What follows belongs to an exercise in optimizing a design on an open flow for small area, a short achievable clock period and few clock cycles per item; a production flow would make more cautious choices.
Only simulation tests tie the RTL to the original design; equivalence was not proved.
Power and IR drop assume default switching activity.

==> flow/design.v (outline; a module is shown in full before it is edited, if it fits) <==
// module cpre_clamp01: 10 lines
// module cpre_rne_shr25: 18 lines
// module cpre_rne_shr25n: 19 lines
// module cpre_rne_shr25f: 11 lines
// module cpre_norm25: 14 lines
// module cpre_hfront: 23 lines
// module cpre_hback: 36 lines
// module cpre_oms: 19 lines
// module cpre_rnd48: 12 lines
// module cpre_sga_post: 51 lines
// module cpre_mul_post: 18 lines
// module cpre_chan: 21 lines
// module cpre_postchan: 33 lines
// module cpre_benc: 16 lines
// module cpre_mul24e: 1919 lines
// module cpre_hsv2rgb: 229 lines
module cpre_hsv2rgb (
    input  wire        clk,
    input  wire        rst,
    input  wire        in_valid,
    output wire        in_ready,
    input  wire [31:0] in_h,
    input  wire [31:0] in_s,
    input  wire [31:0] in_v,
    output reg         out_valid,
    input  wire        out_ready,
    output reg  [15:0] out_r,
    output reg  [15:0] out_g,
    output reg  [15:0] out_b
);
  // ...
==> flow/run.sh <==
#!/bin/bash
# synth_recipe.tcl (not shown) runs the flow's synth.tcl, then flattens the netlist and writes it again
# the make line also repeats each setting of config.mk as NAME=value (left out here)
make -C /OpenROAD-flow-scripts/flow DESIGN_CONFIG=/design/flow/config.mk WORK_HOME=/design/flow/orfs CLKGATE_MAP_FILE= SYNTH_SCRIPT=/design/flow/synth_recipe.tcl finish
==> flow/config.mk <==
export PLATFORM = sky130hd
export DESIGN_NAME = cpre_hsv2rgb
export DESIGN_NICKNAME = cpre_hsv2rgb
export VERILOG_FILES = /design/flow/design.v
export SDC_FILE = /design/flow/constraint.sdc
export NUM_CORES = 4
export LEC_CHECK = 0
export ABC_AREA = 1
export CAP_MARGIN = 20
export CORE_MARGIN = 2
export CORE_UTILIZATION = 55
export SLEW_MARGIN = 20
==> flow/constraint.sdc <==
create_clock -name core_clock -period 30.0 [get_ports {clk}]
set_input_delay 6.0000 -clock core_clock [delete_from_list [all_inputs] [get_ports {clk}]]
set_output_delay 6.0000 -clock core_clock [all_outputs]
set_load 0.01 [all_outputs]
==> impl_metrics.json, run 1 <==
{
  "drv_cap": 0,
  "nNonClkBuffers": 296,
  "clk_share": 0.0303,
  "powerDensity_mw_per_mm2": 131,
  "muxShareOfSynthArea": 0.00218,
  "num-fill-cells": 16120,
  "wl_met3_um": 30300,
  "status": "timing/DRC/antenna clean",
  "fin_ws_ns": 21.65,
  "dieHeight_um": 422,
  "bufAreaShareNonClock": 0.0254,
  "async_flop_share": 0,
  "seq_area_mm2": 0.0230,
  "antennaDiodeCount": 1,
  "max_stage_delay_ns": 1.01,
  "final_cell_mix": "2,234 x nand2_1, 1,968 x inv_1, 1,083 x xor2_1",
  "top_layer": "met5",
  "stdcell_count": 14529,
  "fin_tns_setup_ns": 0,
  "grt_max_degree": 79,
  "clock-sinks": 768,
  "whs_ns": 0.406,
  "worst_hold_path.num_cells": 0,
  "nMultiInputCombCells": 8896,
  "hold_start": "v1[18]",
  "layout_commonest_cell": "nand2_1",
  "r2r-end": "cp3[1]",
  "syn_inst": 12313,
  "slowest_stage": "edfxtp_1",
  "synth_edf_count": 759,
  "rsz0062_at_grt": "no",
  "p_comb_frac": 0.785,
  "drt_iter0_markers": 9315,
  "use_met2": 0.546
}
Testbench counts, summed over its fixed seeds: cycles 16,056, items 16,000.
==> module cpre_sga_post, before the edit <==
module cpre_sga_post (
    input  wire [47:22] pm,
    input  wire         st21,
    input  wire [7:0]   e,
    input  wire [4:0]   lz,
    input  wire         zero,
    output wire [23:0]  an,
    output wire [4:0]   alz,
    output wire         az
);
    wire        hi   = pm[47];
    wire [23:0] kept = hi ? pm[47:24] : pm[46:23];
    wire        rb   = hi ? pm[23] : pm[22];
    wire        st   = hi ? (pm[22] | st21) : st21;
    wire        inc  = rb & (st | kept[0]);
    wire [9:0]  dr   = 10'd125 - {2'd0, e} + {5'd0, lz} + {9'd0, ~hi};
    wire        one  = dr[9];                  
    wire        near = (dr == 10'd0);
    wire [23:0] c    = {1'b0, ~kept[22:0]};
    wire [24:0] ci   = {1'b0, c} + {24'd0, ~inc};
    integer i;
    reg [4:0] nl;                              
    always @(*) begin
        nl = 5'd24;
        for (i = 0; i < 24; i = i + 1)
            if (c[i]) nl = 5'd23 - i[4:0];
    end
    wire        cout = !inc && ((c & (c + 24'd1)) == 24'd0);    
    wire [23:0] cs   = ci[23:0] << nl;
    wire [23:0] nn   = cout ? 24'h80_0000 : cs;
    wire [4:0]  nlz  = cout ? nl : nl + 5'd1;
    wire        nz   = inc && (c == 24'd0);
    wire [4:0]  d    = (dr > 10'd31) ? 5'd31 : dr[4:0];      
    wire [4:0]  d1   = d - 5'd1;
    wire [23:0] q0   = kept >> d;
    wire [23:0] md   = ~(24'hFF_FFFF << d);                   
    wire [23:0] md1  = ~(24'hFF_FFFF << d1);                  
    wire        on_d  = (d <= 5'd24) && ((kept & md) == md);
    wire        on_d1 = (kept & md1) == md1;                   
    wire        ze_d1 = (kept & md1) == 24'd0;
    wire [23:0] ks   = kept >> d1;
    wire        tbit = (d1 <= 5'd23) && ks[0];
    wire        a1   = inc && on_d;
    wire        rbit = tbit ^ (inc && on_d1);
    wire        stk  = !(inc ? on_d1 : ze_d1);
    wire        cc   = a1 || (rbit && (stk || q0[0]));
    wire [24:0] af   = {1'b0, ~q0} + {24'd0, ~cc};
    assign az  = !zero && (one || (near && nz));
    assign an  = zero ? 24'h80_0000 : near ? nn  : (af[24] ? 24'h80_0000 : af[23:0]);
    assign alz = zero ? 5'd0        : near ? nlz : (af[24] ? 5'd0 : 5'd1);
endmodule
==> module cpre_postchan, before the edit <==
module cpre_postchan (
    input  wire [47:22]      pm,
    input  wire              st21,
    input  wire [7:0]        e,
    input  wire [4:0]        lz,
    input  wire              zero,
    output wire [15:0]       c
);
    wire        hi   = pm[47];
    wire [23:0] kept = hi ? pm[47:24] : pm[46:23];
    wire        rb   = hi ? pm[23] : pm[22];
    wire        st   = hi ? (pm[22] | st21) : st21;
    wire        inc  = rb & (st | kept[0]);
    wire signed [9:0] ye = $signed({2'b00, e}) + 10'sd1 - $signed({5'd0, lz})
                           - $signed({9'd0, ~hi});
    wire [15:0] kl   = kept[15:0];
    wire        lnz  = (kl != 16'd0);
    wire [23:0] dd   = kept - {16'd0, kept[23:16]};
    wire [23:0] dd1  = kept + {16'hFFFF, ~kept[23:16]};      
    wire [23:0] ph   = (!inc && lnz) ? dd1 : dd;              
    wire        k13o = (kl[13:0] == 14'h3FFF);
    wire        k13z = (kl[13:0] == 14'd0);
    wire        l13  = inc ? !k13o : !k13z;                   
    wire [1:0]  n15  = ~kl[15:14] + {1'b0, !inc && k13z};     
    wire        hi2  = ph[23];
    wire [23:0] kept2 = hi2 ? ph : {ph[22:0], n15[1]};
    wire        rb2  = hi2 ? n15[1] : n15[0];
    wire        st2  = hi2 ? (n15[0] | l13) : l13;
    wire [24:0] z    = {1'b0, kept2} + {24'd0, rb2 & (st2 | kept2[0])};
    wire [9:0]  t    = 10'd127 - ye[9:0] + {9'd0, ~hi2};
    wire [17:0] zs   = z[24:7] >> t[4:0];
    assign c = (zero || ye < 10'sd111) ? 16'd0 : zs[15:0];
endmodule
==> module cpre_hsv2rgb, before the edit <==
module cpre_hsv2rgb (
    input  wire        clk,
    input  wire        rst,
    input  wire        in_valid,
    output wire        in_ready,
    input  wire [31:0] in_h,
    input  wire [31:0] in_s,
    input  wire [31:0] in_v,
    output reg         out_valid,
    input  wire        out_ready,
    output reg  [15:0] out_r,
    output reg  [15:0] out_g,
    output reg  [15:0] out_b
);
    reg  skid_v;
    reg  rdy;                    
    wire adv = !skid_v;
    assign in_ready = rdy;
    reg vld0, vld1, vld2, vld3, vld4, vld5;
    wire [30:0] h_c, s_c, v_c;
    cpre_clamp01 u_ch (.a(in_h), .y(h_c));
    cpre_clamp01 u_cs (.a(in_s), .y(s_c));
    cpre_clamp01 u_cv (.a(in_v), .y(v_c));
    reg [30:0] h0, s0, v0;
    always @(posedge clk)
        if (adv) begin
            h0 <= h_c;
            s0 <= s_c;
            v0 <= v_c;
        end
    wire [24:0] hr_w;
    wire        hhi_w;
    wire [1:0]  hkl_w;
    wire [4:0]  hd_w;
    wire        htiny_w, hnear_w;
    cpre_hfront u_hf (.h(h0), .r(hr_w), .hi(hhi_w), .kl(hkl_w), .d(hd_w),
                      .tiny(htiny_w), .near(hnear_w));
    wire [23:0] asn_w;
    wire [4:0]  lzp_w;
    wire        asz_w;
    cpre_oms  u_oms (.s(s0), .an(asn_w), .lz(lzp_w), .zero(asz_w));
    wire [38:0] ve_w1;
    cpre_benc u_ev1 (.b({1'b1, v0[22:0]}), .e(ve_w1));
    reg [24:0] hr1;
    reg [1:0]  hkl1;
    reg [4:0]  hd1;
    reg        htiny1, hnear1;
    reg [23:0] asn1;
    reg [38:0] ve1;
    reg [4:0]  lzp1;
    reg        zp1;
    reg [30:0] s1, v1;
    always @(posedge clk)
        if (adv) begin
            hr1    <= hr_w;
            hkl1   <= hkl_w;
            hd1    <= hd_w;
            htiny1 <= htiny_w;
            hnear1 <= hnear_w;
            asn1 <= asn_w;
            ve1  <= ve_w1;
            lzp1 <= lzp_w;
            zp1  <= asz_w || (v0[30:23] == 8'd0);
            s1   <= s0;
            v1   <= v0;
        end
    wire [2:0]  sec_w;
    wire [23:0] gn_w;
    wire [4:0]  lzg_w;
    wire        gz_w;
    cpre_hback u_hb (.r(hr1), .kl(hkl1), .d(hd1), .tiny(htiny1), .near(hnear1),
                     .sector(sec_w), .gn(gn_w), .lz(lzg_w), .gz(gz_w));
    wire [47:0] pmp;
    cpre_mul24e u_mp (.a(asn1), .e(ve1), .y(pmp));
    wire [38:0] se_w;
    cpre_benc u_es (.b({1'b1, s1[22:0]}), .e(se_w));
    reg [2:0]   sec2;
    reg [23:0]  gn2;
    reg [4:0]   lzg2;
    reg         zg2;
    reg [38:0]  se2;
    reg [7:0]   es2;
    reg [30:0]  v2;
    reg [47:22] pmp2;
    reg         stp2;
    reg [4:0]   lzp2;
    reg         zp2;
    always @(posedge clk)
        if (adv) begin
            sec2 <= sec_w;
            gn2  <= gn_w;
            lzg2 <= lzg_w;
            zg2  <= (s1[30:23] == 8'd0) || gz_w;
            se2  <= se_w;
            es2  <= s1[30:23];
            v2   <= v1;
            pmp2 <= pmp[47:22];
            stp2 <= |pmp[21:0];
            lzp2 <= lzp1;
            zp2  <= zp1;
        end
    wire [47:0] pmg;
    cpre_mul24e u_mg (.a(gn2), .e(se2), .y(pmg));
    wire [15:0]       cp_w;
    cpre_postchan u_pp (.pm(pmp2), .st21(stp2), .e(v2[30:23]), .lz(lzp2), .zero(zp2),
                        .c(cp_w));
    reg [2:0]   sec3;
    reg [47:22] pmg3;
    reg         stg3;
    reg [4:0]   lzg3;
    reg         zg3;
    reg [7:0]   es3;
    reg [30:0]  v3;
    reg [15:0]  cp3;
    always @(posedge clk)
        if (adv) begin
            sec3 <= sec2;
            pmg3 <= pmg[47:22];
            stg3 <= |pmg[21:0];
            lzg3 <= lzg2;
            zg3  <= zg2;
            es3  <= es2;
            v3   <= v2;
            cp3  <= cp_w;
        end
    wire [23:0] axn;
    wire [4:0]  lzx;
    wire        axz;
    cpre_sga_post u_sgp (.pm(pmg3), .st21(stg3), .e(es3), .lz(lzg3), .zero(zg3),
                         .an(axn), .alz(lzx), .az(axz));
    wire [38:0] ve_w;
    cpre_benc u_ev (.b({1'b1, v3[22:0]}), .e(ve_w));
    wire [15:0] cv_w;
    cpre_chan u_chv (.ym({1'b1, v3[22:0]}), .ye($signed({2'b00, v3[30:23]})),
                     .yz(v3[30:23] == 8'd0), .c(cv_w));
    reg [2:0]  sec4;
    reg [23:0] axn4;
    reg [4:0]  lzx4;
    reg        zx4;
    reg [38:0] ve4;
    reg [7:0]  ev4;
    reg [15:0] cv4, cp4;
    always @(posedge clk)
        if (adv) begin
            sec4 <= sec3;
            axn4 <= axn;
            lzx4 <= lzx;
            zx4  <= axz || (v3[30:23] == 8'd0);
            ve4  <= ve_w;
            ev4  <= v3[30:23];
            cv4  <= cv_w;
            cp4  <= cp3;
        end
    wire [47:0] pmx;
    cpre_mul24e u_mx (.a(axn4), .e(ve4), .y(pmx));
    reg [8:0] sel_w;
    always @(*) begin
        case (sec4)
            3'd0:    sel_w = 9'b100_001_010;    
            3'd1:    sel_w = 9'b001_100_010;    
            3'd2:    sel_w = 9'b010_100_001;    
            3'd3:    sel_w = 9'b010_001_100;    
            3'd4:    sel_w = 9'b001_010_100;    
            default: sel_w = 9'b100_010_001;    
        endcase
    end
    reg [8:0]   sel5;
    reg [47:22] pmx5;
    reg         stx5;
    reg [4:0]   lzx5;
    reg         zx5;
    reg [7:0]   ev5;
    reg [15:0]  cv5, cp5;
    always @(posedge clk)
        if (adv) begin
            sel5 <= sel_w;
            pmx5 <= pmx[47:22];
            stx5 <= |pmx[21:0];
            lzx5 <= lzx4;
            zx5  <= zx4;
            ev5  <= ev4;
            cv5  <= cv4;
            cp5  <= cp4;
        end
    wire [15:0]       cx_w;
    cpre_postchan u_px (.pm(pmx5), .st21(stx5), .e(ev5), .lz(lzx5), .zero(zx5),
                        .c(cx_w));
    wire [8:0]  sel = sel5 & {9{!skid_v}};
    wire [15:0] r_w = ({16{sel[8]}} & cv5) | ({16{sel[7]}} & cp5) | ({16{sel[6]}} & cx_w)
                    | ({16{skid_v}} & skid[47:32]);
    wire [15:0] g_w2 = ({16{sel[5]}} & cv5) | ({16{sel[4]}} & cp5) | ({16{sel[3]}} & cx_w)
                    | ({16{skid_v}} & skid[31:16]);
    wire [15:0] b_w = ({16{sel[2]}} & cv5) | ({16{sel[1]}} & cp5) | ({16{sel[0]}} & cx_w)
                    | ({16{skid_v}} & skid[15:0]);
    reg [47:0] skid;
    wire arrive   = adv && vld5;
    wire out_free = !out_valid || out_ready;
    always @(posedge clk) begin
        if (skid_v ? out_ready : (arrive && out_free))
            {out_r, out_g, out_b} <= {r_w, g_w2, b_w};
        if (arrive && !out_free)
            skid <= {r_w, g_w2, b_w};
    end
    wire skid_n = skid_v ? !out_ready : (arrive && !out_free);
    always @(posedge clk) begin
        if (rst) begin
            vld0 <= 1'b0; vld1 <= 1'b0; vld2 <= 1'b0;
            vld3 <= 1'b0; vld4 <= 1'b0; vld5 <= 1'b0;
            skid_v    <= 1'b0;
            rdy       <= 1'b1;
            out_valid <= 1'b0;
        end else begin
            if (adv) begin
                vld0 <= in_valid;
                vld1 <= vld0;
                vld2 <= vld1;
                vld3 <= vld2;
                vld4 <= vld3;
                vld5 <= vld4;
            end
            skid_v <= skid_n;
            rdy    <= !skid_n;
            if (!skid_v) begin
                if (arrive && out_free) out_valid <= 1'b1;
                else if (out_ready)     out_valid <= 1'b0;
            end
        end
    end
endmodule
==> run 2, diff against run 1 <==
--- a/flow/design.v
+++ b/flow/design.v
@@ -3,34 +3,16 @@
     output wire [30:0] y
 );
     wire [7:0] e   = a[30:23];
     wire       big = (e >= 8'd127);
     wire       nan = (e == 8'hFF) && (a[22:0] != 23'd0);
     assign y = (a[31] || e == 8'd0 || nan) ? 31'd0 :
                big                          ? 31'h3F80_0000 : a[30:0];
 endmodule
-module cpre_rne_shr25 (
-    input  wire [24:0] v,
-    input  wire [4:0]  d,        
-    output wire [24:0] y
-);
-    integer i;
-    reg [4:0] tz;                
-    always @(*) begin
-        tz = 5'd25;
-        for (i = 24; i >= 0; i = i - 1)
-            if (v[i]) tz = i[4:0];
-    end
-    wire [24:0] q  = v >> d;
-    wire [25:0] vr = {v, 1'b0} >> d;             
-    wire        rb = vr[0];
-    wire        st = ({1'b0, tz} + 6'd2) <= {1'b0, d};    
-    assign y = q + {24'd0, rb & (st | q[0])};
-endmodule
 module cpre_rne_shr25n (
     input  wire [24:0] v,
     input  wire [4:0]  d,        
     output wire [24:0] y
 );
     integer i;
     reg [4:0] tz;
     always @(*) begin
@@ -40,27 +22,16 @@
     end
     wire [24:0] q   = v >> d;
     wire [25:0] vr  = {v, 1'b0} >> d;
     wire        rb  = vr[0];
     wire        st  = ({1'b0, tz} + 6'd2) <= {1'b0, d};
     wire        inc = rb & (st | q[0]);
     assign y = {1'b0, ~q[23:0]} + {24'd0, ~inc};
 endmodule
-module cpre_rne_shr25f (
-    input  wire [24:0] v,
-    input  wire [4:0]  d,
-    output wire [24:0] y
-);
-    wire [49:0] w  = {v, 25'd0} >> d;
-    wire        rb = w[24];
-    wire        st = |w[23:0];
-    wire [24:0] q  = w[49:25];
-    assign y = q + {24'd0, rb & (st | q[0])};
-endmodule
 module cpre_norm25 (
     input  wire [24:0] a,
     output wire [23:0] y,
     output reg  [4:0]  lz
 );
     integer i;
     always @(*) begin
         lz = 5'd0;
@@ -143,43 +114,27 @@
     wire [4:0]  d  = (e == 8'd0 || dr > 9'd31) ? 5'd31 : dr[4:0];
     wire [24:0] af;
     cpre_rne_shr25n u_sh (.v({2'b01, s[22:0]}), .d(d), .y(af));
     wire        near = (e == 8'd126);
     assign zero = (e == 8'd127);
     assign an = near ? nn : (af[24] ? 24'h80_0000 : af[23:0]);
     assign lz = near ? nlz : (af[24] ? 5'd0 : 5'd1);
 endmodule
-module cpre_rnd48 (
-    input  wire [47:22] p,
-    input  wire         st21,
-    output wire [24:0]  r,
-    output wire         hi
-);
-    assign hi = p[47];
-    wire [23:0] kept = hi ? p[47:24] : p[46:23];
-    wire        rb   = hi ? p[23] : p[22];
-    wire        st   = hi ? (p[22] | st21) : st21;
-    assign r = {1'b0, kept} + {24'd0, rb & (st | kept[0])};
-endmodule
 module cpre_sga_post (
-    input  wire [47:22] pm,
-    input  wire         st21,
+    input  wire [23:0]  kept,    
+    input  wire         inc,     
+    input  wire         hi,      
     input  wire [7:0]   e,
     input  wire [4:0]   lz,
     input  wire         zero,
     output wire [23:0]  an,
     output wire [4:0]   alz,
     output wire         az
 );
-    wire        hi   = pm[47];
-    wire [23:0] kept = hi ? pm[47:24] : pm[46:23];
-    wire        rb   = hi ? pm[23] : pm[22];
-    wire        st   = hi ? (pm[22] | st21) : st21;
-    wire        inc  = rb & (st | kept[0]);
     wire [9:0]  dr   = 10'd125 - {2'd0, e} + {5'd0, lz} + {9'd0, ~hi};
     wire        one  = dr[9];                  
     wire        near = (dr == 10'd0);
     wire [23:0] c    = {1'b0, ~kept[22:0]};
     wire [24:0] ci   = {1'b0, c} + {24'd0, ~inc};
     integer i;
     reg [4:0] nl;                              
     always @(*) begin
@@ -206,34 +161,16 @@
     wire        rbit = tbit ^ (inc && on_d1);
     wire        stk  = !(inc ? on_d1 : ze_d1);
     wire        cc   = a1 || (rbit && (stk || q0[0]));
     wire [24:0] af   = {1'b0, ~q0} + {24'd0, ~cc};
     assign az  = !zero && (one || (near && nz));
     assign an  = zero ? 24'h80_0000 : near ? nn  : (af[24] ? 24'h80_0000 : af[23:0]);
     assign alz = zero ? 5'd0        : near ? nlz : (af[24] ? 5'd0 : 5'd1);
 endmodule
-module cpre_mul_post (
-    input  wire [47:22]      pm,
-    input  wire              st21,
-    input  wire [7:0]        e,
-    input  wire [4:0]        lz,
-    input  wire              zero,
-    output wire [23:0]       ym,
-    output wire signed [9:0] ye,
-    output wire              yz
-);
-    wire [24:0] r;
-    wire        hi;
-    cpre_rnd48 u_r (.p(pm), .st21(st21), .r(r), .hi(hi));
-    assign yz = zero;
-    assign ym = r[24] ? r[24:1] : r[23:0];
-    assign ye = $signed({2'b00, e}) + 10'sd1 - $signed({5'd0, lz})
-                - $signed({9'd0, ~hi}) + $signed({9'd0, r[24]});
-endmodule
 module cpre_chan (
     input  wire [23:0]       ym,
     input  wire signed [9:0] ye,
     input  wire              yz,
     output wire [15:0]       c
 );
     wire [7:0]  yh  = ym[23:16];
     wire [15:0] yl  = ym[15:0];
@@ -246,28 +183,24 @@
     wire        rb   = hi ? n15[1] : n15[0];
     wire        st   = hi ? (n15[0] | l13) : l13;
     wire [24:0] z    = {1'b0, kept} + {24'd0, rb & (st | kept[0])};
     wire [9:0]  t    = 10'd127 - ye[9:0] + {9'd0, ~hi};     
     wire [17:0] zs   = z[24:7] >> t[4:0];
     assign c = (yz || ye < 10'sd111) ? 16'd0 : zs[15:0];
 endmodule
 module cpre_postchan (
-    input  wire [47:22]      pm,
-    input  wire              st21,
+    input  wire [23:0]       kept,    
+    input  wire              inc,     
+    input  wire              hi,      
     input  wire [7:0]        e,
     input  wire [4:0]        lz,
     input  wire              zero,
     output wire [15:0]       c
 );
-    wire        hi   = pm[47];
-    wire [23:0] kept = hi ? pm[47:24] : pm[46:23];
-    wire        rb   = hi ? pm[23] : pm[22];
-    wire        st   = hi ? (pm[22] | st21) : st21;
-    wire        inc  = rb & (st | kept[0]);
     wire signed [9:0] ye = $signed({2'b00, e}) + 10'sd1 - $signed({5'd0, lz})
                            - $signed({9'd0, ~hi});
     wire [15:0] kl   = kept[15:0];
     wire        lnz  = (kl != 16'd0);
     wire [23:0] dd   = kept - {16'd0, kept[23:16]};
     wire [23:0] dd1  = kept + {16'hFFFF, ~kept[23:16]};      
     wire [23:0] ph   = (!inc && lnz) ? dd1 : dd;              
     wire        k13o = (kl[13:0] == 14'h3FFF);
@@ -278,16 +211,29 @@
     wire [23:0] kept2 = hi2 ? ph : {ph[22:0], n15[1]};
     wire        rb2  = hi2 ? n15[1] : n15[0];
     wire        st2  = hi2 ? (n15[0] | l13) : l13;
     wire [24:0] z    = {1'b0, kept2} + {24'd0, rb2 & (st2 | kept2[0])};
     wire [9:0]  t    = 10'd127 - ye[9:0] + {9'd0, ~hi2};
     wire [17:0] zs   = z[24:7] >> t[4:0];
     assign c = (zero || ye < 10'sd111) ? 16'd0 : zs[15:0];
 endmodule
+module cpre_rnd48k (
+    input  wire [47:22] p,
+    input  wire         st21,
+    output wire [23:0]  kept,
+    output wire         inc,
+    output wire         hi
+);
+    assign hi   = p[47];
+    assign kept = hi ? p[47:24] : p[46:23];
+    wire   rb   = hi ? p[23] : p[22];
+    wire   st   = hi ? (p[22] | st21) : st21;
+    assign inc  = rb & (st | kept[0]);
+endmodule
 module cpre_benc (
     input  wire [23:0] b,
     output reg  [38:0] e         
 );
     wire [26:0] bx = {2'b00, b, 1'b0};
     integer i;
     reg [2:0] t;
     always @(*) begin
@@ -297,17 +243,17 @@
             e[3*i+1] = (t == 3'b100) || (t == 3'b011);
             e[3*i+2] = t[2];
         end
     end
 endmodule
 module cpre_mul24e (
     input  wire [23:0] a,
     input  wire [38:0] e,
-    output wire [47:0] y
+    output wire [47:22] y
 );
     wire pp_0_0;
     wire pp_0_1;
     wire pp_0_2;
     wire pp_0_3;
     wire pp_0_4;
     wire pp_0_5;
     wire pp_0_6;
@@ -2211,17 +2157,28 @@
     wire [47:0] g5, p5;
     assign g5 = g4 | (p4 & {g4[31:0], 16'd0});
     assign p5 = p4 & {p4[31:0], {16{1'b1}}};
     wire [47:0] g6, p6;
     assign g6 = g5 | (p5 & {g5[15:0], 32'd0});
     assign p6 = p5 & {p5[15:0], {32{1'b1}}};
     wire [47:0] cy = {g6[46:0], 1'b0};
     wire [47:0] sum = p0 ^ cy;
-    assign y = sum[47:0];
+    assign y = sum[47:22];
+endmodule
+module cpre_tz24 (
+    input  wire [23:0] m,
+    output reg  [4:0]  tz
+);
+    integer i;
+    always @(*) begin
+        tz = 5'd0;
+        for (i = 23; i >= 0; i = i - 1)
+            if (m[i]) tz = i[4:0];
+    end
 endmodule
 module cpre_hsv2rgb (
     input  wire        clk,
     input  wire        rst,
     input  wire        in_valid,
     output wire        in_ready,
     input  wire [31:0] in_h,
     input  wire [31:0] in_s,
@@ -2256,159 +2213,192 @@
     cpre_hfront u_hf (.h(h0), .r(hr_w), .hi(hhi_w), .kl(hkl_w), .d(hd_w),
                       .tiny(htiny_w), .near(hnear_w));
     wire [23:0] asn_w;
     wire [4:0]  lzp_w;
     wire        asz_w;
     cpre_oms  u_oms (.s(s0), .an(asn_w), .lz(lzp_w), .zero(asz_w));
     wire [38:0] ve_w1;
     cpre_benc u_ev1 (.b({1'b1, v0[22:0]}), .e(ve_w1));
+    wire [4:0]  tzv_w;
+    cpre_tz24 u_tzv (.m({1'b1, v0[22:0]}), .tz(tzv_w));
     reg [24:0] hr1;
     reg [1:0]  hkl1;
     reg [4:0]  hd1;
     reg        htiny1, hnear1;
     reg [23:0] asn1;
     reg [38:0] ve1;
+    reg [4:0]  tzv1;
     reg [4:0]  lzp1;
     reg        zp1;
     reg [30:0] s1, v1;
     always @(posedge clk)
         if (adv) begin
             hr1    <= hr_w;
             hkl1   <= hkl_w;
             hd1    <= hd_w;
             htiny1 <= htiny_w;
             hnear1 <= hnear_w;
             asn1 <= asn_w;
             ve1  <= ve_w1;
+            tzv1 <= tzv_w;
             lzp1 <= lzp_w;
             zp1  <= asz_w || (v0[30:23] == 8'd0);
             s1   <= s0;
             v1   <= v0;
         end
     wire [2:0]  sec_w;
     wire [23:0] gn_w;
     wire [4:0]  lzg_w;
     wire        gz_w;
     cpre_hback u_hb (.r(hr1), .kl(hkl1), .d(hd1), .tiny(htiny1), .near(hnear1),
                      .sector(sec_w), .gn(gn_w), .lz(lzg_w), .gz(gz_w));
-    wire [47:0] pmp;
+    wire [47:22] pmp;
     cpre_mul24e u_mp (.a(asn1), .e(ve1), .y(pmp));
+    wire [4:0]  tzap;
+    cpre_tz24 u_tzap (.m(asn1), .tz(tzap));
+    wire [23:0] pkept_w;
+    wire        pinc_w, phi_w;
+    cpre_rnd48k u_rp (.p(pmp), .st21(({1'b0, tzap} + {1'b0, tzv1}) < 6'd22),
+                      .kept(pkept_w), .inc(pinc_w), .hi(phi_w));
     wire [38:0] se_w;
     cpre_benc u_es (.b({1'b1, s1[22:0]}), .e(se_w));
+    wire [4:0]  tzs_w;
+    cpre_tz24 u_tzs (.m({1'b1, s1[22:0]}), .tz(tzs_w));
     reg [2:0]   sec2;
     reg [23:0]  gn2;
     reg [4:0]   lzg2;
     reg         zg2;
     reg [38:0]  se2;
+    reg [4:0]   tzs2;
     reg [7:0]   es2;
     reg [30:0]  v2;
-    reg [47:22] pmp2;
-    reg         stp2;
+    reg [23:0]  pkept2;
+    reg         pinc2, phi2;
     reg [4:0]   lzp2;
     reg         zp2;
     always @(posedge clk)
         if (adv) begin
             sec2 <= sec_w;
             gn2  <= gn_w;
             lzg2 <= lzg_w;
             zg2  <= (s1[30:23] == 8'd0) || gz_w;
             se2  <= se_w;
+            tzs2 <= tzs_w;
             es2  <= s1[30:23];
             v2   <= v1;
-            pmp2 <= pmp[47:22];
-            stp2 <= |pmp[21:0];
+            pkept2 <= pkept_w;
+            pinc2  <= pinc_w;
+            phi2   <= phi_w;
             lzp2 <= lzp1;
             zp2  <= zp1;
         end
-    wire [47:0] pmg;
+    wire [47:22] pmg;
     cpre_mul24e u_mg (.a(gn2), .e(se2), .y(pmg));
+    wire [4:0]  tzag;
+    cpre_tz24 u_tzag (.m(gn2), .tz(tzag));
+    wire [23:0] gkept_w;
+    wire        ginc_w, ghi_w;
+    cpre_rnd48k u_rg (.p(pmg), .st21(({1'b0, tzag} + {1'b0, tzs2}) < 6'd22),
+                      .kept(gkept_w), .inc(ginc_w), .hi(ghi_w));
     wire [15:0]       cp_w;
-    cpre_postchan u_pp (.pm(pmp2), .st21(stp2), .e(v2[30:23]), .lz(lzp2), .zero(zp2),
+    cpre_postchan u_pp (.kept(pkept2), .inc(pinc2), .hi(phi2), .e(v2[30:23]), .lz(lzp2), .zero(zp2),
                         .c(cp_w));
     reg [2:0]   sec3;
-    reg [47:22] pmg3;
-    reg         stg3;
+    reg [23:0]  gkept3;
+    reg         ginc3, ghi3;
     reg [4:0]   lzg3;
     reg         zg3;
     reg [7:0]   es3;
     reg [30:0]  v3;
     reg [15:0]  cp3;
     always @(posedge clk)
         if (adv) begin
             sec3 <= sec2;
-            pmg3 <= pmg[47:22];
-            stg3 <= |pmg[21:0];
+            gkept3 <= gkept_w;
+            ginc3  <= ginc_w;
+            ghi3   <= ghi_w;
             lzg3 <= lzg2;
             zg3  <= zg2;
             es3  <= es2;
             v3   <= v2;
             cp3  <= cp_w;
         end
     wire [23:0] axn;
     wire [4:0]  lzx;
     wire        axz;
-    cpre_sga_post u_sgp (.pm(pmg3), .st21(stg3), .e(es3), .lz(lzg3), .zero(zg3),
+    cpre_sga_post u_sgp (.kept(gkept3), .inc(ginc3), .hi(ghi3), .e(es3), .lz(lzg3), .zero(zg3),
                          .an(axn), .alz(lzx), .az(axz));
     wire [38:0] ve_w;
     cpre_benc u_ev (.b({1'b1, v3[22:0]}), .e(ve_w));
+    wire [4:0]  tzv4_w;
+    cpre_tz24 u_tzv4 (.m({1'b1, v3[22:0]}), .tz(tzv4_w));
     wire [15:0] cv_w;
     cpre_chan u_chv (.ym({1'b1, v3[22:0]}), .ye($signed({2'b00, v3[30:23]})),
                      .yz(v3[30:23] == 8'd0), .c(cv_w));
     reg [2:0]  sec4;
     reg [23:0] axn4;
     reg [4:0]  lzx4;
     reg        zx4;
     reg [38:0] ve4;
+    reg [4:0]  tzv4;
     reg [7:0]  ev4;
     reg [15:0] cv4, cp4;
     always @(posedge clk)
         if (adv) begin
             sec4 <= sec3;
             axn4 <= axn;
             lzx4 <= lzx;
             zx4  <= axz || (v3[30:23] == 8'd0);
             ve4  <= ve_w;
+            tzv4 <= tzv4_w;
             ev4  <= v3[30:23];
             cv4  <= cv_w;
             cp4  <= cp3;
         end
-    wire [47:0] pmx;
+    wire [47:22] pmx;
     cpre_mul24e u_mx (.a(axn4), .e(ve4), .y(pmx));
+    wire [4:0]  tzax;
+    cpre_tz24 u_tzax (.m(axn4), .tz(tzax));
+    wire [23:0] xkept_w;
+    wire        xinc_w, xhi_w;
+    cpre_rnd48k u_rx (.p(pmx), .st21(({1'b0, tzax} + {1'b0, tzv4}) < 6'd22),
+                      .kept(xkept_w), .inc(xinc_w), .hi(xhi_w));
     reg [8:0] sel_w;
     always @(*) begin
         case (sec4)
             3'd0:    sel_w = 9'b100_001_010;    
             3'd1:    sel_w = 9'b001_100_010;    
             3'd2:    sel_w = 9'b010_100_001;    
             3'd3:    sel_w = 9'b010_001_100;    
             3'd4:    sel_w = 9'b001_010_100;    
             default: sel_w = 9'b100_010_001;    
         endcase
     end
     reg [8:0]   sel5;
-    reg [47:22] pmx5;
-    reg         stx5;
+    reg [23:0]  xkept5;
+    reg         xinc5, xhi5;
     reg [4:0]   lzx5;
     reg         zx5;
     reg [7:0]   ev5;
     reg [15:0]  cv5, cp5;
     always @(posedge clk)
         if (adv) begin
             sel5 <= sel_w;
-            pmx5 <= pmx[47:22];
-            stx5 <= |pmx[21:0];
+            xkept5 <= xkept_w;
+            xinc5  <= xinc_w;
+            xhi5   <= xhi_w;
             lzx5 <= lzx4;
             zx5  <= zx4;
             ev5  <= ev4;
             cv5  <= cv4;
             cp5  <= cp4;
         end
     wire [15:0]       cx_w;
-    cpre_postchan u_px (.pm(pmx5), .st21(stx5), .e(ev5), .lz(lzx5), .zero(zx5),
+    cpre_postchan u_px (.kept(xkept5), .inc(xinc5), .hi(xhi5), .e(ev5), .lz(lzx5), .zero(zx5),
                         .c(cx_w));
     wire [8:0]  sel = sel5 & {9{!skid_v}};
     wire [15:0] r_w = ({16{sel[8]}} & cv5) | ({16{sel[7]}} & cp5) | ({16{sel[6]}} & cx_w)
                     | ({16{skid_v}} & skid[47:32]);
     wire [15:0] g_w2 = ({16{sel[5]}} & cv5) | ({16{sel[4]}} & cp5) | ({16{sel[3]}} & cx_w)
                     | ({16{skid_v}} & skid[31:16]);
     wire [15:0] b_w = ({16{sel[2]}} & cv5) | ({16{sel[1]}} & cp5) | ({16{sel[0]}} & cx_w)
                     | ({16{skid_v}} & skid[15:0]);
==> run 2 against run 1 <==
Effect of this change: area after synthesis up 0.62%; synthesized cell count barely moved; critical path depth fell by 5; sequential share of layout area up 0.29 points; clock power is 5% lower; worst hold slack got worse by 0.032 ns; routed wire length increased by 1.0%; cell area up 0.25%; first-iteration DRC count up 3.6%; largest cell class unchanged; largest power group unchanged.
==> impl_metrics.json, run 2 <==
{
  "reg2reg_from": "ve4[5]",
  "crit_type": "flip-flop to flip-flop",
  "postCtsResizedCells": 0,
  "vias": 87411,
  "routedWlPerCell_um": 21.8,
  "crit_required_ns": 30.48,
  "fin_tns_setup_ns": 0,
  "holdPathEnd": "es3[3]",
  "wl_met2_um": 145000,
  "maxSlewHeadroom": 0.223,
  "grt_pass1_wl_um": 491000,
  "synth_edf_count": 771,
  "totalWireLength_um": 316000,
  "worst_slew_pin_slew_ns": 1.16,
  "skew_ns": 0.0634,
  "powerDensity_mw_per_mm2": 114,
  "start_util": 0.555,
  "portBuffers": 149,
  "reg_top3": "skid (48), se2 (35), ve4 (35)",
  "rows": 153,
  "power.internal_mw": 5.21,
  "ant_nets": 0,
  "p_total_mw": 11.7,
  "cts_tree": "built",
  "hold_viol": 0,
  "power.switching_mw": 6.54,
  "async_flop_share": 0,
  "clkPwrFrac": 0.092,
  "slew_viol_final": 0,
  "yosys-top-cells-area": "edfxtp_1 24%, fa_1 16%, xor2_1 9.6%, nand2_1 8.7%, inv_1 7.4%",
  "drt_iter0_markers": 9647,
  "critical_path.cell_chain": "inv_1 -> xor2_1 -> fa_1 -> fa_1 -> fa_1 -> inv_1 -> fa_1 -> fa_1 -> ha_1 -> a21oi_1 -> o21ai_0 -> a21oi_1 -> a21boi_0 -> o21ai_0 -> nand4_1 -> nand3_1 -> nand2_1 -> inv_1 -> nand2_1 -> o21ai_0 -> a21boi_0",
  "fmax_mhz": 119,
  "max_stage_delay_ns": 0.94,
  "hp-class": "flip-flop to flip-flop",
  "die-area_mm2": 0.179,
  "clockBufferDepth": 3,
  "p_comb_frac": 0.759,
  "gp_congestion": 0.960,
  "grt_pass1_vias": 85753,
  "clock-sinks": 780,
  "fin_area_mm2": 0.103,
  "gr-usage-all-layers": 0.347,
  "leakage_nw": 47.4,
  "dpl_cell_area_mm2": 0.0999,
  "yosysWarnings": 7,
  "antenna_found_initial": 4,
  "synth_top_area_frac": 0.239,
  "synth_area_leader_cell": "edfxtp_1",
  "die_w_um": 424,
  "end_kind": "flip-flop",
  "r2r-end": "xinc5",
  "clock_latency_ns": 0.76,
  "cts_max_level": 3,
  "ys_seq_area_frac": 0.241,
  "syn_area_mm2": 0.0968,
  "syn_inst": 12318,
  "wl_met3_um": 28800,
  "ys_ff_latch": 780,
  "period_needed_ns": 8.43,
  "cts_buffers": 86,
  "share_seq_of_total_power": 0.149,
  "ios": 150,
  "switching_share": 0.556,
  "regMostFlops": "skid",
  "synth.most_common_cell": "nand2_1",
  "drt-met1-wl_um": 128000,
  "drc": 0,
  "cp.arrival_ns": 8.91,
  "final.period_utilization": 0.281,
  "slowest_stage": "edfxtp_1",
  "final_cell_mix": "2,238 x nand2_1, 1,897 x inv_1, 1,060 x xor2_1",
  "worst_hold_path.num_cells": 0,
  "dieHeight_um": 424,
  "largest_reg_flops": 48,
  "drv_cap": 0,
  "rsz0062_at_grt": "no",
  "hpwl_um": 240000,
  "cts-hold-fix-buffers": 0,
  "synth-main-ff-cell": "edfxtp_1",
  "cp_common_cell": "fa_1",
  "crit_path_start": "ve4[5]",
  "vias_per_cell": 6.02,
  "crit_fanout": 26,
  "top_layer": "met5",
  "reg2reg_slack_ns": 21.57,
  "drive_above_1_share": 0.0407,
  "peakVddDrop_v": 0.000185,
  "core_mm2": 0.174,
  "finalNetCount": 13471,
  "synth.avg_cell_area_um2": 7.86,
  "setup_viol": 0,
  "grt_overflow_total": 0,
  "start_kind": "flip-flop",
  "ys_top_cells_by_count": "2,240 x nand2_1, 1,898 x inv_1, 1,061 x xor2_1",
  "grt_max_degree": 185,
  "postCtsSetupBuffers": 0,
  "hold_start": "es2[3]",
  "area_delta_synth_final_pct": 6.17,
  "reg2reg_depth": 21,
  "status": "timing/DRC/antenna clean",
  "first_pass_iters": 7,
  "cts_root_buf": "clkbuf_16",
  "layout_commonest_cell": "nand2_1",
  "clkTransAtPathRegs_ns": 0.07,
  "synth_cell_type_count": 84
}
==> run 2: changes by cell type after synthesis, sizes merged, moves of 21 or more <==
| cell | change |
|---|---|
| nand3 | +54 |
| clkbuf | +46 |
| buf | -38 |
| o21ai | +25 |
| nor2 | -52 |
| clkinv | +50 |
| nor4 | +21 |
| inv | -90 |
==> run 2: power groups by stage <==
stage | logic (mW) | registers, mW | clock network, mW
3_5_place_dp | 8.68 | 1.76 | 0
2_1_floorplan | 6.43 | 1.65 | 0
5_1_grt | 9.96 | 1.76 | 1.14
3_3_place_gp | 8.54 | 1.76 | 0
4_1_cts | 8.73 | 1.74 | 1.10
6_report | 8.92 | 1.75 | 1.08
==> run 2: layout make-up <==
cell class / count / area (µm²)
tap: 2325 / 2910
inverter: 2037 / 7660
antenna: 2 / 5.00
fill: 16075 / 71600
multi-input combinational: 8921 / 63400
clock inverter: 56 / 668
timing repair buffer: 291 / 2570
sequential: 780 / 23300
clock buffer: 97 / 2190
==> run 2: cells by family (layout without fill, tap and decap cells) <==
| kind of cell | count (synthesis) | in the layout | share of synthesized area |
|---|---|---|---|
| and+or+nand+nor | 4168 | 4168 | 0.184 |
| buffers and inverters | 2619 | 2481 | 0.104 |
| AOI/OAI and AO/OA | 2327 | 2327 | 0.142 |
| adders and majority gates | 1254 | 1254 | 0.223 |
| xor gates and xnor gates | 1150 | 1150 | 0.105 |
| DFF | 780 | 780 | 0.241 |
| muxes | 19 | 19 | 0.00196 |
| other | 1 | 5 | 0.0000387 |
==> run 2: how the worst max path moves through the flow <==
stage | endpoint | slack (ns) | depth (start not counted)
2_1_floorplan | out_b[0] | 12.08 | 3
3_3_place_gp | v0[7] | 21.50 | 6
3_5_place_dp | v0[6] | 21.42 | 6
4_1_cts | xinc5 | 21.67 | 21
5_1_grt | xinc5 | 20.91 | 23
6_report | xinc5 | 21.57 | 21
==> run 2: routing by layer <==
layer | vias up | track usage
li1 | 40371 | -
met1 | 41695 | 0.460
met2 | 4456 | 0.561
met3 | 885 | 0.0605
met4 | 4 | 0.141
met5 | - | 0
==> run 2: through the flow <==
stage / util / hold WS, ns / instances / setup slack, ns
after floorplan: - / 0.400 / 12320 / 12.08
after global placement: 0.573 / 0.402 / 14354 / 21.50
after detailed placement: 0.573 / 0.405 / 14354 / 21.42
after CTS: 0.589 / 0.374 / 14507 / 21.67
after global routing: 0.589 / 0.390 / 14507 / 20.91
final: 0.589 / 0.374 / 14509 / 21.57
==> run 2: critical path: cells and delay by family, from the launching register on <==
kind                       cells  cell delay [ns]
AOI/OAI and AO/OA              7             1.71
and+or+nand+nor                4             1.10
adders and majority gates      6             2.84
DFF                            1             0.94
buffers and inverters          3             1.22
xor gates and xnor gates       1             0.31
Testbench counts of run 2, summed over its fixed seeds: cycles 16,056, items 16,000.
==> run 3, diff against run 2 <==
--- a/flow/design.v
+++ b/flow/design.v
@@ -2196,13 +2196,13 @@
     reg vld0, vld1, vld2, vld3, vld4, vld5;
-    wire [30:0] h_c, s_c, v_c;
-    cpre_clamp01 u_ch (.a(in_h), .y(h_c));
-    cpre_clamp01 u_cs (.a(in_s), .y(s_c));
-    cpre_clamp01 u_cv (.a(in_v), .y(v_c));
-    reg [30:0] h0, s0, v0;
+    reg [31:0] ih0, is0, iv0;
     always @(posedge clk)
         if (adv) begin
-            h0 <= h_c;
-            s0 <= s_c;
-            v0 <= v_c;
+            ih0 <= in_h;
+            is0 <= in_s;
+            iv0 <= in_v;
         end
+    wire [30:0] h0, s0, v0;
+    cpre_clamp01 u_ch (.a(ih0), .y(h0));
+    cpre_clamp01 u_cs (.a(is0), .y(s0));
+    cpre_clamp01 u_cv (.a(iv0), .y(v0));
     wire [24:0] hr_w;
--- a/flow/config.mk
+++ b/flow/config.mk
@@ -10,3 +10,3 @@
 export CORE_MARGIN = 2
-export CORE_UTILIZATION = 55
+export CORE_UTILIZATION = 65
 export SLEW_MARGIN = 20
==> run 3 against run 2 <==
Effect of this change: still clean on timing, DRC and antenna; clock power up 6%; cell count decreased by 2.7%; critical path depth rose by 13; routed wire length increased by 1.7%; utilization rose by 10 points; sequential power hardly changed; critical endpoint is now pinc2.
==> impl_metrics.json, run 3 <==
{
  "grt_pass1_vias": 88674,
  "reg2reg_slack_ns": 21.04,
  "synth-main-ff-cell": "edfxtp_1",
  "cts_buffers": 86,
  "synth_cell_type_count": 76,
  "clock-sinks": 783,
  "fmax_mhz": 112,
  "synth_edf_count": 774,
  "postCtsResizedCells": 0,
  "routedWlPerCell_um": 22.7,
  "ys_top_cells_by_count": "2,231 x nand2_1, 1,844 x inv_1, 1,063 x xor2_1",
  "maxSlewHeadroom": 0.203,
  "vias_per_cell": 6.42,
  "drt_iter0_markers": 12408,
  "syn_inst": 12336,
  "syn_area_mm2": 0.0968,
  "cts-hold-fix-buffers": 0,
  "p_total_mw": 11.8,
  "yosys-top-cells-area": "edfxtp_1 24%, fa_1 16%, xor2_1 9.6%, nand2_1 8.6%, inv_1 7.1%",
  "period_needed_ns": 8.96,
  "max_stage_delay_ns": 0.88,
  "ant_nets": 0,
  "grt_pass1_wl_um": 494000,
  "dpl.cell_count": 13947,
  "crit_type": "flip-flop to flip-flop",
  "grt_overflow_total": 0,
  "stdcell_count": 14120,
  "cts_root_buf": "clkbuf_16",
  "skew_ns": 0.0688,
  "switching_share": 0.552,
  "crit_fanout": 29,
  "dieHeight_um": 390,
  "power.switching_mw": 6.50,
  "clock_latency_ns": 0.74,
  "reg_top3": "skid (48), se2 (35), ve4 (35)",
  "fin_tns_setup_ns": 0,
  "synth_top_area_frac": 0.240,
  "synth.avg_cell_area_um2": 7.85,
  "regMostFlops": "skid",
  "clkTransAtPathRegs_ns": 0.07,
  "postCtsSetupBuffers": 0,
  "clockBufferDepth": 3,
  "final_cell_mix": "2,231 x nand2_1, 1,844 x inv_1, 1,063 x xor2_1",
  "ys_seq_area_frac": 0.242,
  "start_kind": "flip-flop",
  "first_pass_iters": 13,
  "ys_ff_latch": 783,
  "p_comb_frac": 0.753,
  "gp_congestion": 1.05,
  "hold_viol": 0,
  "drive_above_1_share": 0.0354,
  "gr-usage-all-layers": 0.414,
  "crit_required_ns": 30.45,
  "async_flop_share": 0,
  "slew_viol_final": 0,
  "cp_common_cell": "nand2_1",
  "core_mm2": 0.148,
  "totalWireLength_um": 321000,
  "setup_viol": 0,
  "grt_max_degree": 99,
  "largest_reg_flops": 48,
  "cts_tree": "built",
  "worst_slew_pin_slew_ns": 1.19,
  "end_kind": "flip-flop",
  "start_util": 0.655,
  "die-area_mm2": 0.152,
  "die_w_um": 390,
  "portBuffers": 149,
  "synth_area_leader_cell": "edfxtp_1",
  "rows": 141,
  "power.internal_mw": 5.28,
  "rsz0062_at_grt": "no",
  "slowest_stage": "clkinv_1",
  "leakage_nw": 47.3,
  "share_seq_of_total_power": 0.150,
  "area_delta_synth_final_pct": 5.73,
  "drv_cap": 0,
  "hp-class": "flip-flop to flip-flop",
  "ios": 150,
  "powerDensity_mw_per_mm2": 115,
  "hpwl_um": 237000,
  "status": "timing/DRC/antenna clean",
  "synth.most_common_cell": "nand2_1",
  "antenna_found_initial": 12,
  "finalNetCount": 13466,
  "peakVddDrop_v": 0.000198,
  "yosysWarnings": 7,
  "clkPwrFrac": 0.098,
  "cp.arrival_ns": 9.41,
  "final.period_utilization": 0.299,
  "vias": 90676,
  "cts_max_level": 3,
  "layout_commonest_cell": "nand2_1",
  "drc": 0
}
## run 3: power by group through the flow
| stage | logic [mW] | registers [mW] | clock network, mW |
|---|---|---|---|
| 6_report | 8.87 | 1.76 | 1.15 |
| 5_1_grt | 9.82 | 1.77 | 1.19 |
| 4_1_cts | 8.60 | 1.75 | 1.16 |
| 3_5_place_dp | 8.53 | 1.77 | 0 |
| 3_3_place_gp | 8.31 | 1.77 | 0 |
| 2_1_floorplan | 6.41 | 1.66 | 0 |
## run 3: cell families (layout without fill, tap and decap cells)
logic type	Yosys count	after routing	share of synthesized area
flip-flops	783	783	0.242
AND/OR/NAND/NOR	4295	4295	0.190
buffers and inverters	2562	2405	0.101
XOR/XNOR	1151	1151	0.104
adder cells (fa/ha/maj)	1258	1258	0.223
multiplexers	29	29	0.00300
other	1	12	0.0000387
AO/OA/AOI/OAI	2257	2257	0.137
## run 3: critical path: cells and delay by family, from the launching register on
| family | cells | cell delay, ns |
|---|---|---|
| fa+ha+maj | 6 | 2.68 |
| flops | 1 | 0.41 |
| simple gates | 19 | 3.04 |
| xor+xnor | 1 | 0.13 |
| compound gates | 3 | 0.69 |
| buf+inv | 5 | 1.72 |
## run 3: final cells by class
| cell class | instances | area, µm² |
|---|---|---|
| well taps | 1930 | 2410 |
| repair buffers | 264 | 2390 |
| flip-flops and latches | 783 | 23400 |
| fillers | 11784 | 45400 |
| clock buffers | 97 | 2190 |
| inverters | 1981 | 7440 |
| diodes | 10 | 25.0 |
| multi-input cells | 8992 | 63600 |
| clock inverters | 63 | 868 |
## run 3: final timing paths
check / startpoint / cells after the start / endpoint
worst max-delay path: asn1[8] / 34 / pinc2
worst max register to register: asn1[8] / 34 / pinc2
worst min-delay path: cv4[6] / 0 / cv5[6]
worst min register to register: cv4[6] / 0 / cv5[6]
## run 3: routing by layer
| metal | vias up | wire length, µm | global-route usage |
|---|---|---|---|
| met4 | 6 | 22900 | 0.240 |
| met1 | 42334 | 117000 | 0.521 |
| li1 | 40477 | - | - |
| met3 | 1585 | 39600 | 0.107 |
| met2 | 6274 | 141000 | 0.647 |
| met5 | - | 48 | 0 |
## run 3: metrics by stage
stage          utilization  setup slack, ns  area, µm²  hold WS, ns
6_report             0.693            21.04     102000        0.378
5_1_grt              0.693            20.62     102000        0.374
4_1_cts              0.692            21.31     102000        0.369
3_5_place_dp         0.671            21.35      99200        0.405
3_3_place_gp         0.671            21.47      99200        0.401
2_1_floorplan            -            11.97      96800        0.400
Testbench counts of run 3, summed over its fixed seeds: cycles 16,056, items 16,000.
==> run 4, diff against run 3 <==
--- a/flow/design.v
+++ b/flow/design.v
@@ -218,5 +218,15 @@
 endmodule
-module cpre_rnd48k (
+module cpre_rnd48p (
     input  wire [47:22] p,
     input  wire         st21,
+    output wire         inc_hi,    
+    output wire         inc_lo     
+);
+    assign inc_hi = p[23] & (p[22] | st21 | p[24]);
+    assign inc_lo = p[22] & (st21 | p[23]);
+endmodule
+module cpre_rnd48s (
+    input  wire [47:22] p,
+    input  wire         inc_hi,
+    input  wire         inc_lo,
     output wire [23:0]  kept,
@@ -227,5 +237,3 @@
     assign kept = hi ? p[47:24] : p[46:23];
-    wire   rb   = hi ? p[23] : p[22];
-    wire   st   = hi ? (p[22] | st21) : st21;
-    assign inc  = rb & (st | kept[0]);
+    assign inc  = hi ? inc_hi : inc_lo;
 endmodule
@@ -2257,6 +2265,5 @@
     cpre_tz24 u_tzap (.m(asn1), .tz(tzap));
-    wire [23:0] pkept_w;
-    wire        pinc_w, phi_w;
-    cpre_rnd48k u_rp (.p(pmp), .st21(({1'b0, tzap} + {1'b0, tzv1}) < 6'd22),
-                      .kept(pkept_w), .inc(pinc_w), .hi(phi_w));
+    wire        pih_w, pil_w;
+    cpre_rnd48p u_rp (.p(pmp), .st21(({1'b0, tzap} + {1'b0, tzv1}) < 6'd22),
+                      .inc_hi(pih_w), .inc_lo(pil_w));
     wire [38:0] se_w;
@@ -2273,4 +2280,4 @@
     reg [30:0]  v2;
-    reg [23:0]  pkept2;
-    reg         pinc2, phi2;
+    reg [47:22] ppm2;
+    reg         pih2, pil2;
     reg [4:0]   lzp2;
@@ -2287,5 +2294,5 @@
             v2   <= v1;
-            pkept2 <= pkept_w;
-            pinc2  <= pinc_w;
-            phi2   <= phi_w;
+            ppm2 <= pmp;
+            pih2 <= pih_w;
+            pil2 <= pil_w;
             lzp2 <= lzp1;
@@ -2297,7 +2304,9 @@
     cpre_tz24 u_tzag (.m(gn2), .tz(tzag));
-    wire [23:0] gkept_w;
-    wire        ginc_w, ghi_w;
-    cpre_rnd48k u_rg (.p(pmg), .st21(({1'b0, tzag} + {1'b0, tzs2}) < 6'd22),
-                      .kept(gkept_w), .inc(ginc_w), .hi(ghi_w));
+    wire        gih_w, gil_w;
+    cpre_rnd48p u_rg (.p(pmg), .st21(({1'b0, tzag} + {1'b0, tzs2}) < 6'd22),
+                      .inc_hi(gih_w), .inc_lo(gil_w));
     wire [15:0]       cp_w;
+    wire [23:0] pkept2;
+    wire        pinc2, phi2;
+    cpre_rnd48s u_sp (.p(ppm2), .inc_hi(pih2), .inc_lo(pil2), .kept(pkept2), .inc(pinc2), .hi(phi2));
     cpre_postchan u_pp (.kept(pkept2), .inc(pinc2), .hi(phi2), .e(v2[30:23]), .lz(lzp2), .zero(zp2),
@@ -2305,4 +2314,4 @@
     reg [2:0]   sec3;
-    reg [23:0]  gkept3;
-    reg         ginc3, ghi3;
+    reg [47:22] gpm3;
+    reg         gih3, gil3;
     reg [4:0]   lzg3;
@@ -2315,5 +2324,5 @@
             sec3 <= sec2;
-            gkept3 <= gkept_w;
-            ginc3  <= ginc_w;
-            ghi3   <= ghi_w;
+            gpm3 <= pmg;
+            gih3 <= gih_w;
+            gil3 <= gil_w;
             lzg3 <= lzg2;
@@ -2327,2 +2336,5 @@
     wire        axz;
+    wire [23:0] gkept3;
+    wire        ginc3, ghi3;
+    cpre_rnd48s u_sg (.p(gpm3), .inc_hi(gih3), .inc_lo(gil3), .kept(gkept3), .inc(ginc3), .hi(ghi3));
     cpre_sga_post u_sgp (.kept(gkept3), .inc(ginc3), .hi(ghi3), .e(es3), .lz(lzg3), .zero(zg3),
@@ -2360,6 +2372,5 @@
     cpre_tz24 u_tzax (.m(axn4), .tz(tzax));
-    wire [23:0] xkept_w;
-    wire        xinc_w, xhi_w;
-    cpre_rnd48k u_rx (.p(pmx), .st21(({1'b0, tzax} + {1'b0, tzv4}) < 6'd22),
-                      .kept(xkept_w), .inc(xinc_w), .hi(xhi_w));
+    wire        xih_w, xil_w;
+    cpre_rnd48p u_rx (.p(pmx), .st21(({1'b0, tzax} + {1'b0, tzv4}) < 6'd22),
+                      .inc_hi(xih_w), .inc_lo(xil_w));
     reg [8:0] sel_w;
@@ -2376,4 +2387,4 @@
     reg [8:0]   sel5;
-    reg [23:0]  xkept5;
-    reg         xinc5, xhi5;
+    reg [47:22] xpm5;
+    reg         xih5, xil5;
     reg [4:0]   lzx5;
@@ -2385,5 +2396,5 @@
             sel5 <= sel_w;
-            xkept5 <= xkept_w;
-            xinc5  <= xinc_w;
-            xhi5   <= xhi_w;
+            xpm5 <= pmx;
+            xih5 <= xih_w;
+            xil5 <= xil_w;
             lzx5 <= lzx4;
@@ -2395,2 +2406,5 @@
     wire [15:0]       cx_w;
+    wire [23:0] xkept5;
+    wire        xinc5, xhi5;
+    cpre_rnd48s u_sx (.p(xpm5), .inc_hi(xih5), .inc_lo(xil5), .kept(xkept5), .inc(xinc5), .hi(xhi5));
     cpre_postchan u_px (.kept(xkept5), .inc(xinc5), .hi(xhi5), .e(ev5), .lz(lzx5), .zero(zx5),
==> run 4 against run 3 <==
Effect of this change: cell count up 0.27%; routed wire length is 2.0% higher; worst hold slack worse by 0.032 ns; first-iteration DRC count rose by 3.7%; die area up 0.48%; via count is 1.8% higher; register-to-register slack improved by 0.65 ns; setup slack better by 0.65 ns; synthesized cell count hardly changed; sequential share of layout area barely moved; critical endpoint is now axn4[12]; largest power group unchanged.
==> impl_metrics.json, run 4 <==
{
  "dieHeight_um": 391,
  "start_util": 0.657,
  "status": "timing/DRC/antenna clean",
  "postCtsSetupBuffers": 0,
  "synth_top_area_frac": 0.240,
  "antenna_found_initial": 18,
  "finalNetCount": 13515,
  "fin_tns_setup_ns": 0,
  "leakage_nw": 47.3,
  "postCtsResizedCells": 0,
  "critPathBufInv": 6,
  "worst_slew_pin_slew_ns": 1.26,
  "hold_viol": 0,
  "rsz0062_at_grt": "no",
  "largest_reg_flops": 48,
  "die-area_mm2": 0.153,
  "grt_overflow_total": 0,
  "synth_cell_type_count": 83,
  "peakVddDrop_v": 0.000185,
  "synth.most_common_cell": "nand2_1",
  "crit_type": "flip-flop to flip-flop",
  "gr-usage-all-layers": 0.423,
  "ios": 150,
  "slowest_stage": "nor2_4",
  "maxSlewHeadroom": 0.161,
  "ys_seq_area_frac": 0.242,
  "max_stage_delay_ns": 0.60,
  "clockBufferDepth": 3,
  "syn_inst": 12345,
  "cp_common_cell": "nand2_1",
  "cts_max_level": 3,
  "final_cell_mix": "2,133 x nand2_1, 1,878 x inv_1, 1,060 x xor2_1",
  "end_kind": "flip-flop",
  "first_pass_iters": 14,
  "reg_top3": "skid (48), se2 (35), ve4 (35)",
  "gp_congestion": 1.04,
  "synth_edf_count": 777,
  "pre_cts_ws_ns": 21.89,
  "drt_iter0_markers": 12871,
  "period_needed_ns": 8.31,
  "drive_above_1_share": 0.0411,
  "ys_ff_latch": 786,
  "fmax_mhz": 120,
  "rows": 141,
  "layout_commonest_cell": "nand2_1",
  "num-fill-cells": 11691,
  "powerDensity_mw_per_mm2": 114,
  "multi_input_area_mm2": 0.0639,
  "area_delta_synth_final_pct": 5.75,
  "hp-class": "flip-flop to flip-flop",
  "start_kind": "flip-flop",
  "portBuffers": 149,
  "die_w_um": 391,
  "skew_ns": 0.0781,
  "grt_pass1_wl_um": 505000,
  "grt_max_degree": 130,
  "ys_top_cells_by_count": "2,133 x nand2_1, 1,879 x inv_1, 1,060 x xor2_1",
  "yosys-top-cells-area": "edfxtp_1 24%, fa_1 16%, xor2_1 9.5%, nand2_1 8.2%, inv_1 7.2%",
  "cp.arrival_ns": 8.74,
  "drv_cap": 0,
  "synth-main-ff-cell": "edfxtp_1",
  "cts_buffers": 85,
  "seq_area_mm2": 0.0235,
  "synth.avg_cell_area_um2": 7.88,
  "synth_area_leader_cell": "edfxtp_1",
  "routedWlPerCell_um": 23.1,
  "clock_latency_ns": 0.75,
  "setup_viol": 0,
  "vias": 92337,
  "crit_required_ns": 30.43,
  "vias_per_cell": 6.52,
  "hold_start": "v1[26]",
  "drc": 0,
  "async_flop_share": 0,
  "cts_tree": "built",
  "yosysWarnings": 7,
  "reg2reg_from": "gpm3[47]",
  "slew_viol_final": 0,
  "regMostFlops": "skid",
  "clkTransAtPathRegs_ns": 0.06,
  "final.period_utilization": 0.277,
  "crit_fanout": 43,
  "fin_ws_ns": 21.69,
  "syn_area_mm2": 0.0973,
  "crit_path_start": "gpm3[47]",
  "totalWireLength_um": 328000,
  "crit_family": "simple AND/OR/NAND/NOR gates",
  "grt_pass1_vias": 91370,
  "clock-sinks": 786,
  "core_mm2": 0.148,
  "cts_root_buf": "clkbuf_16",
  "hpwl_um": 241000,
  "cts-hold-fix-buffers": 0,
  "ant_nets": 0
}
run 4: changes by cell type in the layout (fill, tap and decap cells not counted), sizes merged, moves of 9 or more:
cell / delta
clkinv: -13
o21ai: +47
nand3: -71
nor3: +17
or2: +9
nand2: -84
inv: +33
o31ai: +9
nor2: +24
o211ai: +10
a21boi: +15
a21oi: -18
buf: +37
a221oi: +20
run 4: where the power goes:
group	switching, mW	leakage [nW]	internal, mW	total [mW]
registers	0.111	8.76	1.60	1.71
logic	6.00	37.2	2.97	8.97
clock network	0.481	1.34	0.592	1.07
total	6.59	47.3	5.16	11.8
run 4: per-layer routing:
layer / routed length [µm] / GRT usage / part of all wire / up-vias
met5: 168 / 0 / 0.00051 / -
met3: 44300 / 0.129 / 0.14 / 1985
met4: 24200 / 0.251 / 0.074 / 20
met2: 142000 / 0.649 / 0.43 / 6811
met1: 116000 / 0.527 / 0.36 / 42862
li1: - / - / - / 40659
run 4: worst register-to-register path, delay by kind of cell (launching register included):
family          cells  cell delay, ns
buf+inv             6            1.13
flops               1            0.36
simple gates       14            2.95
fa+ha+maj           5            1.49
compound gates     11            2.15
run 4: kinds of logic after synthesis:
group | count (synthesis) | synth area share
AOI/OAI and AO/OA | 2339 | 0.142
xor gates and xnor gates | 1155 | 0.104
adders and majority gates | 1258 | 0.222
buffers and inverters | 2584 | 0.102
DFF | 786 | 0.242
muxes | 23 | 0.00237
other | 1 | 0.0000385
and+or+nand+nor | 4199 | 0.186
run 4: path summary, 6_finish.rpt:
kind                            endpoint  slack (ns)  cells after the start
worst max-delay path            axn4[12]       21.69                     36
worst max register to register  axn4[12]       21.69                     36
worst min register to register    v2[26]        0.35                      0
worst min-delay path              v2[26]        0.35                      0
run 4: layout make-up:
| class | count | share of cell area |
|---|---|---|
| repair buffers | 302 | 0.0261 |
| well taps | 1930 | 0.0235 |
| multi-input cells | 8976 | 0.621 |
| clock buffers | 98 | 0.0211 |
| inverters | 2006 | 0.0733 |
| clock inverters | 55 | 0.00633 |
| diodes | 5 | 0.000122 |
| flip-flops and latches | 786 | 0.228 |
run 4: stage by stage:
step | cell area [µm²] | hold WS, ns | power [mW] | util | std cells
finish | 103000 | 0.345 | 11.8 | 0.694 | 14158
detailed placement | 100000 | 0.405 | 10.3 | 0.675 | 13997
global placement | 100000 | 0.401 | 10.2 | 0.675 | 13997
CTS | 103000 | 0.343 | 11.5 | 0.694 | 14150
floorplan | 97300 | 0.400 | 7.96 | - | 12346
global route | 103000 | 0.353 | 12.7 | 0.694 | 14155
Testbench counts of run 4, summed over its fixed seeds: cycles 16,056, items 16,000.

re-timing with driven ports:
The results above use ideal ports. As a check the final layouts listed here were re-extracted and re-timed, cells and wires unchanged.
Step 1 sets driving cells, clkbuf_16 on the clock port and buf_2 on the other inputs (assumed; they add their load-dependent delay and slew).
Step 2 also shifts input and output timing later by t, the mid clock arrival at the registers, as if the neighbouring blocks saw the same clock.
a / b / c = no drivers / after step 1 / after step 2; a / b = the first two.
| run | t, ns | slack for setup (ns) | slew at the worst register clock pin (ns) | worst slew at a driven data input, ns |
|---|---|---|---|---|
| run 1 | 0.798 | 21.651 / 21.651 / 21.551 | 0.07 / 0.07 | 0.05 |
| run 2 | 0.817 | 21.567 / 21.567 / 21.445 | 0.07 / 0.07 | 0.07 |
| run 3 | 0.787 | 21.042 / 21.042 / 21.042 | 0.07 / 0.07 | 0.18 |
| run 4 | 0.800 | 21.694 / 21.694 / 21.694 | 0.07 / 0.07 | 0.17 |
After both steps every run listed still meets setup and hold. The setup slack of run 2, which loses most, moves by 0.000 ns with the drivers and by -0.122 ns with both steps.
